This is an optimization exercise on Yosys and OpenROAD, whose aim is small area, a short achievable clock period and few clock cycles, not a production implementation.
RTL that was checked went through simulation tests only; none was proved equivalent to the original.

== north ==
Design bu_lane, start of the top module:
module bu_lane (
    input  wire        clk,
    input  wire        rst,
    input  wire        half,
    input  wire [4:0]  cfg_log2n,
    input  wire [10:0] cfg_pixel_size,
    input  wire [15:0] cfg_curve_count,
    input  wire [9:0]  cfg_iter_count,
    input  wire [3:0]  cfg_red_shift,
    input  wire [31:0] cfg_idx_scale,
    input  wire [31:0] cfg_da1,
    input  wire [31:0] cfg_da2,
    input  wire [31:0] cfg_a1_start,
    input  wire [31:0] cfg_a2_start,
    input  wire        start,
    input  wire [31:0] time_in,
    output reg         busy,
    output reg         lut_rd,
    output reg  [16:0] lut_addr,
    input  wire [31:0] lut_data,
    output reg         smp_valid,
    input  wire        smp_ready,
    output reg  [31:0] smp_x,
    output reg  [31:0] smp_y,
    output reg  [5:0]  smp_colour,
    output reg         smp_in_range,
    output reg  [9:0]  smp_row,
    output reg  [9:0]  smp_col,
    output reg         smp_num
);
    localparam [3:0] S_IDLE  = 4'd0,
                     S_INIT1 = 4'd1,
  ...
For scale: about 7000 cells after synthesis, roughly 500 flip-flops, ~390 I/O pins, roughly 0.051 mm² of cells after synthesis.
export LEC_CHECK = 0
export ABC_AREA = 1
export CAP_MARGIN = 20
export CORE_MARGIN = 2
export CORE_UTILIZATION = 40
export PLACE_DENSITY = 0.6
export SLEW_MARGIN = 20
export TNS_END_PERCENT = 20
create_clock -name core_clock -period 25.0 [get_ports {clk}]
standard.sh (not shown) runs the stock make flow with config.mk's settings and CLKGATE_MAP_FILE= SYNTH_SCRIPT=/design/flow/synth_recipe.tcl, a recipe that flattens the netlist after the stock synthesis.
==> flow/flow/run.sh <==
#!/bin/bash
set -euo pipefail
bash standard.sh SETUP_SLACK_MARGIN=18 finish > flow_make.log 2>&1
Testbench counts of north, summed over its fixed seeds: cycles 1,173,256.
## Diff of input files: south against north
--- a/flow/design.v
+++ b/flow/design.v
@@ -415,17 +415,27 @@
     wire in_range = in_grid(smp_x, p_limit) && in_grid(smp_y, p_limit);
     wire [15:0] i_sh  = i >> red_shift;
     wire [1:0]  red   = i_sh[1:0];
     wire [1:0]  green = j[8:7];
     wire [2:0]  bsum  = 3'd7 - ({1'b0, red} + {1'b0, green});
     wire [1:0]  blue  = bsum[2:1];
     wire        i_last = ({1'b0, i} + 17'd4 >= {1'b0, half_hi});
     always @(posedge clk) begin
-        begin
+        if (rst) begin
+            state     <= S_IDLE;
+            busy      <= 1'b0;
+            asel      <= 4'd0;
+            bsel      <= 5'd0;
+            add_ext   <= 1'b0;
+            add_dst   <= D_NONE;
+            mul_dst   <= M_NONE;
+            lut_rd    <= 1'b0;
+            smp_valid <= 1'b0;
+        end else begin
             if (smp_valid && smp_ready)
                 smp_valid <= 1'b0;
             sc_sig3 <= {2'b0, sc_sig} + {1'b0, sc_sig, 1'b0};
             if (!sc_sig[23]) begin
                 sc_sig <= {sc_sig[22:0], 1'b0};
                 sc_exp <= sc_exp - 10'd1;
             end
             add_dst <= add_iss;
@@ -605,21 +615,10 @@
                     if (!smp_valid) begin
                         busy  <= 1'b0;
                         state <= S_IDLE;
                     end
                 end
                 default: state <= S_IDLE;
             endcase
         end
-        if (rst) begin
-            state     <= S_IDLE;
-            busy      <= 1'b0;
-            asel      <= 4'd0;
-            bsel      <= 5'd0;
-            add_ext   <= 1'b0;
-            add_dst   <= D_NONE;
-            mul_dst   <= M_NONE;
-            lut_rd    <= 1'b0;
-            smp_valid <= 1'b0;
-        end
     end
 endmodule
Findings:
Re proportion of cell area spent on the clock network: south is 0.15 points down on north. Re multi-input logic portion of the cell area: south is 1.4 points down on north. Area growth from synthesis to final layout up 1.9 points in south wrt north. On south: met3 capacity usage during global routing is 0.22 points lower than what north gave. Count of placed standard cells in the final layout, fillers left out went up slightly going from north to south. Measured against each other, north and south differ in vias after detailed routing, the lower figure coming from north.
Testbench counts of south, summed over its fixed seeds: cycles 1,173,256.

--- another note on this design; it stands on its own ---

## birch
## bu_lane
module bu_lane (
    input  wire        clk,
    input  wire        rst,
    input  wire        half,
    input  wire [4:0]  cfg_log2n,
    input  wire [10:0] cfg_pixel_size,
    input  wire [15:0] cfg_curve_count,
    input  wire [9:0]  cfg_iter_count,
    input  wire [3:0]  cfg_red_shift,
    input  wire [31:0] cfg_idx_scale,
    input  wire [31:0] cfg_da1,
    input  wire [31:0] cfg_da2,
    input  wire [31:0] cfg_a1_start,
    input  wire [31:0] cfg_a2_start,
    input  wire        start,
    input  wire [31:0] time_in,
    output reg         busy,
    output reg         lut_rd,
    output reg  [16:0] lut_addr,
    input  wire [31:0] lut_data,
    output reg         smp_valid,
    input  wire        smp_ready,
    output reg  [31:0] smp_x,
    output reg  [31:0] smp_y,
    output reg  [5:0]  smp_colour,
    output reg         smp_in_range,
    output reg  [9:0]  smp_row,
    output reg  [9:0]  smp_col,
    output reg         smp_num
);
    localparam [3:0] S_IDLE  = 4'd0,
                     S_INIT1 = 4'd1,
  ...
Size: about 7,200 cells after synthesis, ~0.052 sq mm of cells after synthesis.
export LEC_CHECK = 0
export ABC_AREA = 1
export CAP_MARGIN = 5
export CORE_MARGIN = 2
export CORE_UTILIZATION = 40
export PLACE_DENSITY = 0.6
export SLEW_MARGIN = 5
export TNS_END_PERCENT = 20
create_clock -name core_clock -period 25.0 [get_ports {clk}]
standard.sh (not shown) runs the stock make flow with config.mk's settings and CLKGATE_MAP_FILE= SYNTH_SCRIPT=/design/flow/synth_recipe.tcl, a recipe that flattens the netlist after the stock synthesis.
==> flow/flow/run.sh <==
#!/bin/bash
set -euo pipefail
bash standard.sh SETUP_SLACK_MARGIN=18.5 finish > flow_make.log 2>&1
The final layout from birch, which completed every stage, passed the timing, DRC and antenna checks at the end of the flow.
Testbench counts of birch, summed over its fixed seeds: cycles 1,173,256.
Input-level comparison between pine and birch:
- swapping 5 for 20 in SLEW_MARGIN
- swapping 5 for 20 in CAP_MARGIN
==> flow/flow/run.sh <==
#!/bin/bash
set -euo pipefail
bash standard.sh SETUP_SLACK_MARGIN=18 finish > flow_make.log 2>&1
### Flow results
Relative to birch, the total clock buffers created by CTS measured on pine has increased by more than 10%. Higher sequential standard cell area goes to birch over pine. [compare] base=birch new=pine: number of buffer and inverter stages on the critical path fell by 18, H-tree depth rose by 1.

---

JK:
Another version of the RTL of bu_lane (not shown whole).
Size: roughly 8000 cells after synthesis, about 390 I/O pins, ~54000 um2 of cells after synthesis.
clock: 25.0 ns
lec_check: 0
abc_area: 1
cap_margin: 20
core_margin: 2
core_utilization: 40
place_density: 0.6
slew_margin: 20
run.sh (not shown) runs the stock make flow with config.mk's settings and CLKGATE_MAP_FILE= SYNTH_SCRIPT=/design/flow/synth_recipe.tcl, a recipe that flattens the netlist after the stock synthesis.
Stock flow here: none of the scripts above is used.
Input changes introduced in MS (baseline for comparison: JK):
Settings: removing ABC_AREA (formerly 1).
--- outcome ---
MS against JK: worst-case headroom to the max-slew limit +5.4 points; sequential element share of the synthesized area -0.56 points. MS ended with less number of antenna diodes than JK. JK reports its critical path's slowest cell as sky130_fd_sc_hd__a31oi_1 while MS reports sky130_fd_sc_hd__a211oi_1. Summary of MS over JK: transition at the pin with the smallest max-transition slack fell 0.082 ns; final weighted congestion of routability-driven global placement fell 1.4%; width of the chip rose about 1.7%.
Function was not checked in any run of this note: the RTL went through the layout flow alone.

[re-timing with driven ports]
No port has a modelled driver above. Below, the same layouts with a new extraction and two added sets of constraints. Step 1 assumes that a clkbuf_16 drives the clock port and a buf_2 every other input. Step 2 times the ports against the registers' clock, not the clock port: input delays grow and output delays shrink by t, the midpoint of the rising clock arrivals with the driver on. Slacks: no drivers / after step 1 / after step 2; pairs: no drivers / after step 1.
run | shift t [ns] | setup WS [ns] | cell pins on the clock port's net
north | 0.780 | 17.618 / 17.680 / 16.900 | 1
south | 0.762 | 17.629 / 17.629 / 17.116 | 1
birch | 0.778 | 18.190 / 18.156 / 17.570 | 1
pine | 0.742 | 17.907 / 17.818 / 17.353 | 1
JK | 0.702 | 2.748 / 2.810 / 2.109 | 1
MS | 0.682 | 1.516 / 1.563 / 0.881 | 1
After both steps setup and hold are still met in every run listed. For north, which loses most, drivers alone change the setup slack by +0.062 ns; drivers and shift together by -0.718 ns.
